Background: an optimization exercise with open tools, aiming at small area, a short achievable clock period and few clock cycles. Do not read the settings as production practice.
Where RTL was checked, it was by simulation tests only, not by an equivalence proof against the original.
Power and IR drop assume default switching activity.

==> run X <==
// upb
module upb (
    input  wire        clk,
    input  wire        rst,           
    input  wire        cmd_valid,
    output wire        cmd_ready,
    input  wire [39:0] cmd,
    output wire [31:0] res,
    output wire [3:0]  flt,
    output wire [1:0]  st,
    output wire        tx_valid,
    output wire [7:0]  tx_data,
    input  wire        rx_valid,
    output wire        rx_ready,
    input  wire [7:0]  rx_data,
    output wire [23:0] mem_addr,
    input  wire [7:0]  mem_rdata
);
export LEC_CHECK = 0
export ABC_CLOCK_PERIOD_IN_PS = 3000
export CAP_MARGIN = 20
export CORE_MARGIN = 2
export CORE_UTILIZATION = 45
export CTS_CLUSTER_DIAMETER = 100
export CTS_CLUSTER_SIZE = 30
export SLEW_MARGIN = 20
create_clock -name core_clock -period 12.0 [get_ports {clk}]
standard.sh (not shown) runs the stock make flow with config.mk's settings and CLKGATE_MAP_FILE= SYNTH_SCRIPT=/design/flow/synth_recipe.tcl, a recipe that flattens the netlist after the stock synthesis.
==> flow/flow/run.sh <==
#!/bin/bash
set -euo pipefail
bash standard.sh SETUP_SLACK_MARGIN=8.5 finish > standard_make.log 2>&1
==> run K (differences from run X) <==
--- a/flow/design.v
+++ b/flow/design.v
@@ -27,17 +27,14 @@
     localparam [1:0] ST_IDLE = 2'd0, ST_RUN = 2'd1, ST_SUCCESS = 2'd2, ST_ABORTED = 2'd3;
     localparam [2:0] PH_NONE = 3'd0, PH_SSYNC = 3'd1, PH_CSYNC = 3'd2, PH_HDR = 3'd3,
                      PH_PAY = 3'd4, PH_ACK = 3'd5, PH_NEXT = 3'd6;
     localparam [2:0] R_NONE = 3'd0, R_MISSSYNC = 3'd1, R_COGMIS = 3'd2, R_CKSUM = 3'd3;
     reg         rs_q;                 
     reg         rc_q;                 
     reg         rdy;                  
-    reg         pre;                  
-    reg         db;                   
-    reg         pb;                   
     reg         gq;                   
     reg         fst;                  
     reg  [7:0]  kq;                   
     reg         ar;                   
     reg  [1:0]  rq2;                  
     reg  [39:0] cq;                   
     reg  [2:0]  xsub;                 
@@ -106,16 +103,16 @@
         begin
             next_valid = 4'd0;
             for (i = 8; i >= 1; i = i - 1)
                 if (i >= k && v[i-1])
                     next_valid = i[3:0];
         end
     endfunction
-    wire [7:0]  i_op  = cq[39:32];
-    wire [31:0] i_arg = cq[31:0];
+    wire [7:0]  i_op  = cmd[39:32];
+    wire [31:0] i_arg = cmd[31:0];
     wire        iz31_8 = (i_arg[31:8] == 24'd0);
     wire        iz7_4  = (i_arg[7:4] == 4'd0);
     wire        iz3_2  = (i_arg[3:2] == 2'd0);
     wire        iz31_0 = iz31_8 && iz7_4 && iz3_2 && (i_arg[1:0] == 2'd0);
     wire [3:0]  i_clo  = i_arg[3:0];
     wire [3:0]  i_cp   = i_arg[27:24];
     wire        i_clo_ok = (i_clo >= 4'd1) && (i_clo <= 4'd8);
@@ -281,39 +278,41 @@
     wire        popff  = sp && pop && f0ff;
     wire [2:0]  m_now  = {1'b0, fo} + {2'd0, v2} + {2'd0, v1};
     wire        m_mode = pm || sp;
     wire        m_room = m_mode ? ((m_now < 3'd3) || ((m_now == 3'd3) && pop))
                                 : ((m_now < 3'd2) || ((m_now == 3'd2) && pop));
     wire        issue  = !rdz && !popff && m_room;
     wire        drain  = rdz && !v1 && !v2 && ((fo == 2'd0) || (fo == 2'd1 && pop));
-    reg         s_v;
-    reg  [7:0]  s_b;
-    reg         s_f;                  
+    reg         e_v;
+    reg  [7:0]  e_b;
+    reg         e_f;                  
     always @* begin
-        s_v = 1'b0;
-        s_b = f0;
-        s_f = 1'b0;
+        e_v = 1'b0;
+        e_b = h_b;
+        e_f = 1'b0;
         if (sp) begin
-            s_v = (fo != 2'd0);
-            s_f = f0ff;
+            e_v = (fo != 2'd0);
+            e_b = f0;
+            e_f = f0ff;
         end else if (s_emit) begin
-            s_v = 1'b1;
+            e_v = 1'b1;
             case (sq)
-                PH_SSYNC: s_b = ek[0] ? {4'd0, n_q} : 8'hFF;
-                PH_CSYNC: s_b = ek[0] ? {4'd0, cog} : 8'hFF;
-                default:  begin s_b = hdr_b; s_f = (hdr_b == 8'hFF); end
+                PH_SSYNC: e_b = ek[0] ? {4'd0, n_q} : 8'hFF;
+                PH_CSYNC: e_b = ek[0] ? {4'd0, cog} : 8'hFF;
+                default:  begin e_b = hdr_b; e_f = (hdr_b == 8'hFF); end
             endcase
+        end else if (h_emit) begin
+            e_v = 1'b1;
+            e_f = h_ff;
         end
     end
-    wire s_acc = s_v && !stf;                  
-    wire h_acc = h_emit && !stf;               
-    wire e_acc = s_acc || h_acc;
-    wire e_ff  = (s_acc && s_f) || (h_acc && h_ff);
+    wire e_acc = e_v && !stf;                  
+    wire e_ff  = e_acc && e_f;
     wire h_last  = (hk == h_n - 4'd1);
-    wire h_done  = (h_acc && h_last && !h_ff) || ((h_n != 4'd0) && stf && (hk == h_n));
+    wire h_done  = (h_emit && e_acc && h_last && !e_f) || ((h_n != 4'd0) && stf && (hk == h_n));
     wire rdr_done = ra_ptr ? at_plo : (ra_len ? at_llo : 1'b1);
     wire [7:0] pvr = {pv[6:0], pv[7]};    
     reg done;
     always @* begin
         done = 1'b0;
         if (fq)
             done = 1'b1;
@@ -362,52 +361,42 @@
     wire [7:0] sum_nx = sum + sum_op;
     wire [7:0] off_hi1  = off[16:9] + 8'd1;
     wire       len_more = (hlen[16:9] > off[16:9]) || ((hlen[16:9] == off[16:9]) && (hlen[8:0] != 9'd0));
     wire [9:0] len_chk  = (hlen[16:9] == off[16:9]) ? {1'b0, hlen[8:0]} : 10'd512;
     wire [9:0] chunk0   = (hlen[16:9] == 8'd0) ? {1'b0, hlen[8:0]} : 10'd512;
     always @(posedge clk) begin
         rs_q <= rst;
-        rc_q <= ((rdy && cmd_valid && pre) || db) && i_reset;
-        if (rdy || done || do_reset)
-            cq <= cmd;
-        pre <= cmd_valid && (done || do_reset || (rdy && !cmd_valid));
-        if (rdy || db) begin
-            kq    <= i_kq;
-            ar    <= i_arun;
-            rq2   <= {i_rg2, i_rg1};
-        end
+        rc_q <= rdy && cmd_valid && i_reset;
         if (rdy) begin
+            cq    <= cmd;
             rx_e0 <= !rx_have;
             xsub  <= 3'd0;
             hk    <= 4'd0;
             ld    <= 3'd0;
             oacc  <= 1'b0;
+            kq    <= i_kq;
+            ar    <= i_arun;
+            rq2   <= {i_rg2, i_rg1};
         end
-        fst <= rdy || db;
+        fst <= rdy;
         if (rst) begin
             rdy <= 1'b0;
             gq  <= 1'b0;
-            db  <= 1'b0;
         end else if (do_reset) begin
             rdy <= 1'b1;
             gq  <= 1'b0;
-            db  <= 1'b0;
         end else if (rdy) begin
             rdy <= !cmd_valid;
-            gq  <= cmd_valid && pre;
-            db  <= cmd_valid && !pre;
-        end else if (db) begin
-            db  <= 1'b0;
-            gq  <= 1'b1;
+            gq  <= cmd_valid;
         end else if (done) begin
             rdy <= 1'b1;
             gq  <= 1'b0;
         end
         txv <= !rst && !do_reset && (stf || e_acc);
-        txd <= stf ? 8'h00 : (seq_run ? s_b : h_b);
+        txd <= stf ? 8'h00 : e_b;
         stf <= !do_reset && e_ff;
         rp <= do_reset ? 3'd1 : rp + 3'd5;
         rq <= do_reset ? 3'd7 : rq + 3'd5;
         rptr <= {((go && is_pptr && rp == c_p) ? arg[23:0] : (rclr ? 24'd0 : hp)), rptr[191:24]};
         rlen <= {((go && is_plen && rq == c_p) ? arg[23:2] : (rclr ? 22'd0 : hl)), rlen[175:22]};
         if (do_reset || (first && is_pclr))
             clr <= 4'd8;
@@ -427,31 +416,30 @@
             end else if (v2)
                 f0 <= mem_rdata;
         end else if (v2) begin
             if (fo == 2'd0) f0 <= mem_rdata;
             else            f1 <= mem_rdata;
         end
         fo <= do_reset ? 2'd0 : fo - {1'b0, pop} + {1'b0, v2};
-        pb <= db && rx_push;
         if (rxr) begin
-            case (rx_wr)
+            case (flush ? 2'd0 : rx_wr)
                 2'd0: rxq[7:0]   <= rx_data;
                 2'd1: rxq[15:8]  <= rx_data;
                 2'd2: rxq[23:16] <= rx_data;
                 default: rxq[31:24] <= rx_data;
             endcase
         end
         begin : rxq_ctl
             reg       rpop;
             reg [2:0] ncnt;
             rpop = x_pop || (seq_run && !sf && sq == PH_ACK && rx_have);
             if (flush) begin
-                rx_rd  <= rx_wr - {1'b0, pb};
-                if (rx_push) rx_wr <= rx_wr + 2'd1;
-                rx_t   <= {2'd0, pb && rx_push, pb || rx_push};
+                rx_rd  <= 2'd0;
+                rx_wr  <= {1'b0, rx_push};
+                rx_t   <= {3'd0, rx_push};
             end else begin
                 if (rpop) rx_rd <= rx_rd + 2'd1;
                 if (rx_push) rx_wr <= rx_wr + 2'd1;
                 if (rx_push && !rpop) rx_t <= {rx_t[2:0], 1'b1};
                 else if (rpop && !rx_push) rx_t <= {1'b0, rx_t[3:1]};
             end
             rxr <= rst || flush || !(!rpop && (rx_t[3] || (rx_t[2] && rx_push)));
@@ -519,15 +507,15 @@
                     pm    <= 1'b1;
                 end
             end
             if (go && is_rdr && rdr_done)
                 res_q <= rdr_val;
             if (go && is_plen && rq == c_p)
                 pv[c_p - 3'd1] <= 1'b1;
-            if (h_acc)
+            if (h_emit && e_acc)
                 hk <= hk + 4'd1;
             if (pm && is_encm && pop) begin
                 case (ld[1:0])
                     2'd0: cq[7:0]   <= f0;
                     2'd1: cq[15:8]  <= f0;
                     2'd2: cq[23:16] <= f0;
                     default: cq[31:24] <= f0;
@@ -630,29 +618,29 @@
                             sq    <= PH_HDR;
                             sf    <= 1'b0;
                             ek    <= 4'd0;
                         end
                     end
                 end else begin
                     case (sq)
-                        PH_SSYNC: if (s_acc) begin
+                        PH_SSYNC: if (e_acc) begin
                             if (ek[0]) begin sq <= PH_CSYNC; ek <= 4'd0; end
                             else ek <= 4'd1;
                         end
-                        PH_CSYNC: if (s_acc) begin
+                        PH_CSYNC: if (e_acc) begin
                             if (ek[0]) begin sf <= 1'b1; ek <= 4'd0; end
                             else begin cog <= nv_scan; ek <= 4'd1; end
                         end
                         PH_HDR: begin
-                            if ((s_acc && ek == 4'd7 && !s_f) || (stf && ek == 4'd8)) begin
+                            if ((e_acc && ek == 4'd7 && !e_f) || (stf && ek == 4'd8)) begin
                                 ackn <= 2'd0;
                                 ek   <= 4'd0;
                                 sq   <= mk ? PH_ACK : PH_PAY;
                                 sp   <= !mk;
-                            end else if (s_acc)
+                            end else if (e_acc)
                                 ek <= ek + 4'd1;
                         end
                         PH_PAY: begin
                             if (pop) lrc <= lrc ^ f0;
                             if (drain && !popff) begin
                                 sq <= PH_ACK;
                                 sp <= 1'b0;
- CTS_CLUSTER_DIAMETER: 100 -> not set
- CTS_CLUSTER_SIZE: 30 -> not set
==> run C (differences from run X) <==
--- a/flow/design.v
+++ b/flow/design.v
@@ -25,19 +25,15 @@
                      OP_FFIELD  = 8'h42, OP_PCLR    = 8'h50, OP_PPTR    = 8'h51,
                      OP_PLEN    = 8'h52, OP_PDEL    = 8'h53, OP_SSTART  = 8'h58;
     localparam [1:0] ST_IDLE = 2'd0, ST_RUN = 2'd1, ST_SUCCESS = 2'd2, ST_ABORTED = 2'd3;
     localparam [2:0] PH_NONE = 3'd0, PH_SSYNC = 3'd1, PH_CSYNC = 3'd2, PH_HDR = 3'd3,
                      PH_PAY = 3'd4, PH_ACK = 3'd5, PH_NEXT = 3'd6;
     localparam [2:0] R_NONE = 3'd0, R_MISSSYNC = 3'd1, R_COGMIS = 3'd2, R_CKSUM = 3'd3;
     reg         rs_q;                 
-    reg         rc_q;                 
     reg         rdy;                  
-    reg         pre;                  
-    reg         db;                   
-    reg         pb;                   
     reg         gq;                   
     reg         fst;                  
     reg  [7:0]  kq;                   
     reg         ar;                   
     reg  [1:0]  rq2;                  
     reg  [39:0] cq;                   
     reg  [2:0]  xsub;                 
@@ -106,16 +102,16 @@
         begin
             next_valid = 4'd0;
             for (i = 8; i >= 1; i = i - 1)
                 if (i >= k && v[i-1])
                     next_valid = i[3:0];
         end
     endfunction
-    wire [7:0]  i_op  = cq[39:32];
-    wire [31:0] i_arg = cq[31:0];
+    wire [7:0]  i_op  = cmd[39:32];
+    wire [31:0] i_arg = cmd[31:0];
     wire        iz31_8 = (i_arg[31:8] == 24'd0);
     wire        iz7_4  = (i_arg[7:4] == 4'd0);
     wire        iz3_2  = (i_arg[3:2] == 2'd0);
     wire        iz31_0 = iz31_8 && iz7_4 && iz3_2 && (i_arg[1:0] == 2'd0);
     wire [3:0]  i_clo  = i_arg[3:0];
     wire [3:0]  i_cp   = i_arg[27:24];
     wire        i_clo_ok = (i_clo >= 4'd1) && (i_clo <= 4'd8);
@@ -189,14 +185,16 @@
     wire go     = gq && !(fst && fault);
     wire first  = go && fst;
     wire [23:0] hp = rptr[23:0];      
     wire [21:0] hl = rlen[21:0];      
     wire        rclr   = (clr != 4'd0);
     wire        at_plo = !rclr && (rp == c_lo);
     wire        at_llo = !rclr && (rq == c_lo);
+    wire        at_pp  = !rclr && (rp == c_p);
+    wire        at_lp  = !rclr && (rq == c_p);
     wire [17:0] oob_s = {1'b0, p16, paddr} + {1'b0, hl[14:0], 2'b00};
     wire        oob   = phi || (hl[21:15] != 7'd0) || oob_s[17] || (oob_s[16] && (oob_s[15:0] != 16'd0));
     wire [16:0] hlen  = {hl[14:0], 2'b00};
     wire        hlz   = (hl[14:0] == 15'd0);
     wire        seq_run  = (st_q == ST_RUN);
     wire [3:0]  nv_scan  = next_valid(scan, pv);
     wire [3:0]  nv_after = (cog == 4'd8) ? 4'd0 : next_valid(cog + 4'd1, pv);
@@ -281,65 +279,67 @@
     wire        popff  = sp && pop && f0ff;
     wire [2:0]  m_now  = {1'b0, fo} + {2'd0, v2} + {2'd0, v1};
     wire        m_mode = pm || sp;
     wire        m_room = m_mode ? ((m_now < 3'd3) || ((m_now == 3'd3) && pop))
                                 : ((m_now < 3'd2) || ((m_now == 3'd2) && pop));
     wire        issue  = !rdz && !popff && m_room;
     wire        drain  = rdz && !v1 && !v2 && ((fo == 2'd0) || (fo == 2'd1 && pop));
-    reg         s_v;
-    reg  [7:0]  s_b;
-    reg         s_f;                  
+    reg         e_v;
+    reg  [7:0]  e_b;
+    reg         e_f;                  
     always @* begin
-        s_v = 1'b0;
-        s_b = f0;
-        s_f = 1'b0;
+        e_v = 1'b0;
+        e_b = h_b;
+        e_f = 1'b0;
         if (sp) begin
-            s_v = (fo != 2'd0);
-            s_f = f0ff;
+            e_v = (fo != 2'd0);
+            e_b = f0;
+            e_f = f0ff;
         end else if (s_emit) begin
-            s_v = 1'b1;
+            e_v = 1'b1;
             case (sq)
-                PH_SSYNC: s_b = ek[0] ? {4'd0, n_q} : 8'hFF;
-                PH_CSYNC: s_b = ek[0] ? {4'd0, cog} : 8'hFF;
-                default:  begin s_b = hdr_b; s_f = (hdr_b == 8'hFF); end
+                PH_SSYNC: e_b = ek[0] ? {4'd0, n_q} : 8'hFF;
+                PH_CSYNC: e_b = ek[0] ? {4'd0, cog} : 8'hFF;
+                default:  begin e_b = hdr_b; e_f = (hdr_b == 8'hFF); end
             endcase
+        end else if (h_emit) begin
+            e_v = 1'b1;
+            e_f = h_ff;
         end
     end
-    wire s_acc = s_v && !stf;                  
-    wire h_acc = h_emit && !stf;               
-    wire e_acc = s_acc || h_acc;
-    wire e_ff  = (s_acc && s_f) || (h_acc && h_ff);
+    wire e_acc = e_v && !stf;                  
+    wire e_ff  = e_acc && e_f;
     wire h_last  = (hk == h_n - 4'd1);
-    wire h_done  = (h_acc && h_last && !h_ff) || ((h_n != 4'd0) && stf && (hk == h_n));
+    wire h_done  = (h_emit && e_acc && h_last && !e_f) || ((h_n != 4'd0) && stf && (hk == h_n));
     wire rdr_done = ra_ptr ? at_plo : (ra_len ? at_llo : 1'b1);
     wire [7:0] pvr = {pv[6:0], pv[7]};    
     reg done;
     always @* begin
         done = 1'b0;
         if (fq)
             done = 1'b1;
         else if (go) begin
             if (h_n != 4'd0)
                 done = h_done;
             else if (is_rdr)
                 done = rdr_done;
             else if (is_pptr)
-                done = (rp == c_p);
+                done = at_pp;
             else if (is_plen)
-                done = (rq == c_p);
+                done = at_lp;
             else if (is_simg)
                 done = (xsub == 3'd3 && (oq || hz)) || (xsub == 3'd4 && drain);
             else if (is_sstart)
                 done = (xsub == 3'd3);
             else
                 done = 1'b1;
         end
     end
-    wire do_reset = rs_q || rc_q;
-    wire flush    = do_reset || (first && is_flush);
+    wire do_reset = rs_q;
+    wire flush    = rs_q || (first && is_flush);
     wire x_pop    = first && (is_rxget || is_lchk) && !rx_e0;
     wire lchk_ok  = (rx_head[7:1] == 7'h7F) && (rx_head[0] == lfsr[0]);
     reg [31:0] rdr_val;
     always @* begin
         rdr_val = 32'd0;
         if (ra_ptr)
             rdr_val = {8'd0, hp};
@@ -361,58 +361,47 @@
     wire [7:0] sum_op = pm ? f0 : (is_smark ? (arg[0] ? 8'hD8 : 8'hEC) : arg[7:0]);
     wire [7:0] sum_nx = sum + sum_op;
     wire [7:0] off_hi1  = off[16:9] + 8'd1;
     wire       len_more = (hlen[16:9] > off[16:9]) || ((hlen[16:9] == off[16:9]) && (hlen[8:0] != 9'd0));
     wire [9:0] len_chk  = (hlen[16:9] == off[16:9]) ? {1'b0, hlen[8:0]} : 10'd512;
     wire [9:0] chunk0   = (hlen[16:9] == 8'd0) ? {1'b0, hlen[8:0]} : 10'd512;
     always @(posedge clk) begin
-        rs_q <= rst;
-        rc_q <= ((rdy && cmd_valid && pre) || db) && i_reset;
-        if (rdy || done || do_reset)
-            cq <= cmd;
-        pre <= cmd_valid && (done || do_reset || (rdy && !cmd_valid));
-        if (rdy || db) begin
-            kq    <= i_kq;
-            ar    <= i_arun;
-            rq2   <= {i_rg2, i_rg1};
-        end
+        rs_q <= rst || (rdy && cmd_valid && i_reset);
         if (rdy) begin
+            cq    <= cmd;
             rx_e0 <= !rx_have;
             xsub  <= 3'd0;
             hk    <= 4'd0;
             ld    <= 3'd0;
             oacc  <= 1'b0;
+            kq    <= i_kq;
+            ar    <= i_arun;
+            rq2   <= {i_rg2, i_rg1};
         end
-        fst <= rdy || db;
+        fst <= rdy;
         if (rst) begin
             rdy <= 1'b0;
             gq  <= 1'b0;
-            db  <= 1'b0;
-        end else if (do_reset) begin
+        end else if (rs_q) begin
             rdy <= 1'b1;
             gq  <= 1'b0;
-            db  <= 1'b0;
         end else if (rdy) begin
             rdy <= !cmd_valid;
-            gq  <= cmd_valid && pre;
-            db  <= cmd_valid && !pre;
-        end else if (db) begin
-            db  <= 1'b0;
-            gq  <= 1'b1;
+            gq  <= cmd_valid;
         end else if (done) begin
             rdy <= 1'b1;
             gq  <= 1'b0;
         end
         txv <= !rst && !do_reset && (stf || e_acc);
-        txd <= stf ? 8'h00 : (seq_run ? s_b : h_b);
+        txd <= stf ? 8'h00 : e_b;
         stf <= !do_reset && e_ff;
         rp <= do_reset ? 3'd1 : rp + 3'd5;
         rq <= do_reset ? 3'd7 : rq + 3'd5;
-        rptr <= {((go && is_pptr && rp == c_p) ? arg[23:0] : (rclr ? 24'd0 : hp)), rptr[191:24]};
-        rlen <= {((go && is_plen && rq == c_p) ? arg[23:2] : (rclr ? 22'd0 : hl)), rlen[175:22]};
+        rptr <= {(rclr ? 24'd0 : ((go && is_pptr && at_pp) ? arg[23:0] : hp)), rptr[191:24]};
+        rlen <= {(rclr ? 22'd0 : ((go && is_plen && at_lp) ? arg[23:2] : hl)), rlen[175:22]};
         if (do_reset || (first && is_pclr))
             clr <= 4'd8;
         else if (rclr)
             clr <= clr - 4'd1;
         v2 <= !do_reset && v1;
         if (v1) paddr <= paddr + 16'd1;
         if (issue) begin
@@ -427,31 +416,30 @@
             end else if (v2)
                 f0 <= mem_rdata;
         end else if (v2) begin
             if (fo == 2'd0) f0 <= mem_rdata;
             else            f1 <= mem_rdata;
         end
         fo <= do_reset ? 2'd0 : fo - {1'b0, pop} + {1'b0, v2};
-        pb <= db && rx_push;
         if (rxr) begin
-            case (rx_wr)
+            case (flush ? 2'd0 : rx_wr)
                 2'd0: rxq[7:0]   <= rx_data;
                 2'd1: rxq[15:8]  <= rx_data;
                 2'd2: rxq[23:16] <= rx_data;
                 default: rxq[31:24] <= rx_data;
             endcase
         end
         begin : rxq_ctl
             reg       rpop;
             reg [2:0] ncnt;
             rpop = x_pop || (seq_run && !sf && sq == PH_ACK && rx_have);
             if (flush) begin
-                rx_rd  <= rx_wr - {1'b0, pb};
-                if (rx_push) rx_wr <= rx_wr + 2'd1;
-                rx_t   <= {2'd0, pb && rx_push, pb || rx_push};
+                rx_rd  <= 2'd0;
+                rx_wr  <= {1'b0, rx_push};
+                rx_t   <= {3'd0, rx_push};
             end else begin
                 if (rpop) rx_rd <= rx_rd + 2'd1;
                 if (rx_push) rx_wr <= rx_wr + 2'd1;
                 if (rx_push && !rpop) rx_t <= {rx_t[2:0], 1'b1};
                 else if (rpop && !rx_push) rx_t <= {1'b0, rx_t[3:1]};
             end
             rxr <= rst || flush || !(!rpop && (rx_t[3] || (rx_t[2] && rx_push)));
@@ -517,17 +505,17 @@
                     rdz   <= 1'b0;
                     v1    <= 1'b1;
                     pm    <= 1'b1;
                 end
             end
             if (go && is_rdr && rdr_done)
                 res_q <= rdr_val;
-            if (go && is_plen && rq == c_p)
+            if (go && is_plen && at_lp)
                 pv[c_p - 3'd1] <= 1'b1;
-            if (h_acc)
+            if (h_emit && e_acc)
                 hk <= hk + 4'd1;
             if (pm && is_encm && pop) begin
                 case (ld[1:0])
                     2'd0: cq[7:0]   <= f0;
                     2'd1: cq[15:8]  <= f0;
                     2'd2: cq[23:16] <= f0;
                     default: cq[31:24] <= f0;
@@ -630,29 +618,29 @@
                             sq    <= PH_HDR;
                             sf    <= 1'b0;
                             ek    <= 4'd0;
                         end
                     end
                 end else begin
                     case (sq)
-                        PH_SSYNC: if (s_acc) begin
+                        PH_SSYNC: if (e_acc) begin
                             if (ek[0]) begin sq <= PH_CSYNC; ek <= 4'd0; end
                             else ek <= 4'd1;
                         end
-                        PH_CSYNC: if (s_acc) begin
+                        PH_CSYNC: if (e_acc) begin
                             if (ek[0]) begin sf <= 1'b1; ek <= 4'd0; end
                             else begin cog <= nv_scan; ek <= 4'd1; end
                         end
                         PH_HDR: begin
-                            if ((s_acc && ek == 4'd7 && !s_f) || (stf && ek == 4'd8)) begin
+                            if ((e_acc && ek == 4'd7 && !e_f) || (stf && ek == 4'd8)) begin
                                 ackn <= 2'd0;
                                 ek   <= 4'd0;
                                 sq   <= mk ? PH_ACK : PH_PAY;
                                 sp   <= !mk;
-                            end else if (s_acc)
+                            end else if (e_acc)
                                 ek <= ek + 4'd1;
                         end
                         PH_PAY: begin
                             if (pop) lrc <= lrc ^ f0;
                             if (drain && !popff) begin
                                 sq <= PH_ACK;
                                 sp <= 1'b0;
==> flow/run.sh (new file) <==
#!/bin/bash
# synth_recipe.tcl (not shown) runs the flow's synth.tcl, then flattens the netlist and writes it again
# the make line also repeats each setting of config.mk as NAME=value (left out here)
make -C /OpenROAD-flow-scripts/flow DESIGN_CONFIG=/design/flow/config.mk WORK_HOME=/design/flow/orfs CLKGATE_MAP_FILE= SYNTH_SCRIPT=/design/flow/synth_recipe.tcl finish
- CTS_CLUSTER_DIAMETER: 100 -> not set
- CTS_CLUSTER_SIZE: 30 -> not set
- SETUP_SLACK_MARGIN: not set -> 5
removed: flow/flow/run.sh
removed: flow/standard.sh
==> run notes <==
Against run C, the clock skew of run X is lower by 14 ps. Sequential share of layout area, lowest first: run K, run C, run X. The lowest cell count belongs to run X, the highest to run K. Sequential power is about the same in run K and run C.
Testbench counts of run X, summed over its fixed seeds: cycles 72,184.
Testbench counts of run K, summed over its fixed seeds: cycles 72,056.
No functional check of the RTL was part of run C.

-- separate check: timing with driven ports --
The flow's constraints put no driver on any port. The routed layouts listed below were extracted and timed again, unchanged, in two steps.
Step 1 assumes that a clkbuf_16 drives the clock port and a buf_2 every other input.
Step 2 also shifts input and output timing later by t, the mid clock arrival at the registers, as if the neighbouring blocks saw the same clock.
a / b / c = no drivers / after step 1 / after step 2; a / b = the first two.
run	t (ns)	setup WS [ns]	worst setup path at the end	worst data-port slew with drivers (ns)
run X	0.677	8.396 / 8.331 / 7.964	input to register	0.06
run K	0.695	8.383 / 8.373 / 7.737	input to register	0.06
run C	0.698	7.660 / 7.660 / 7.356	input to register	0.12
After both steps every run listed still meets setup and hold. The setup slack of run K, which loses most, moves by -0.010 ns with the drivers and by -0.646 ns with both steps.
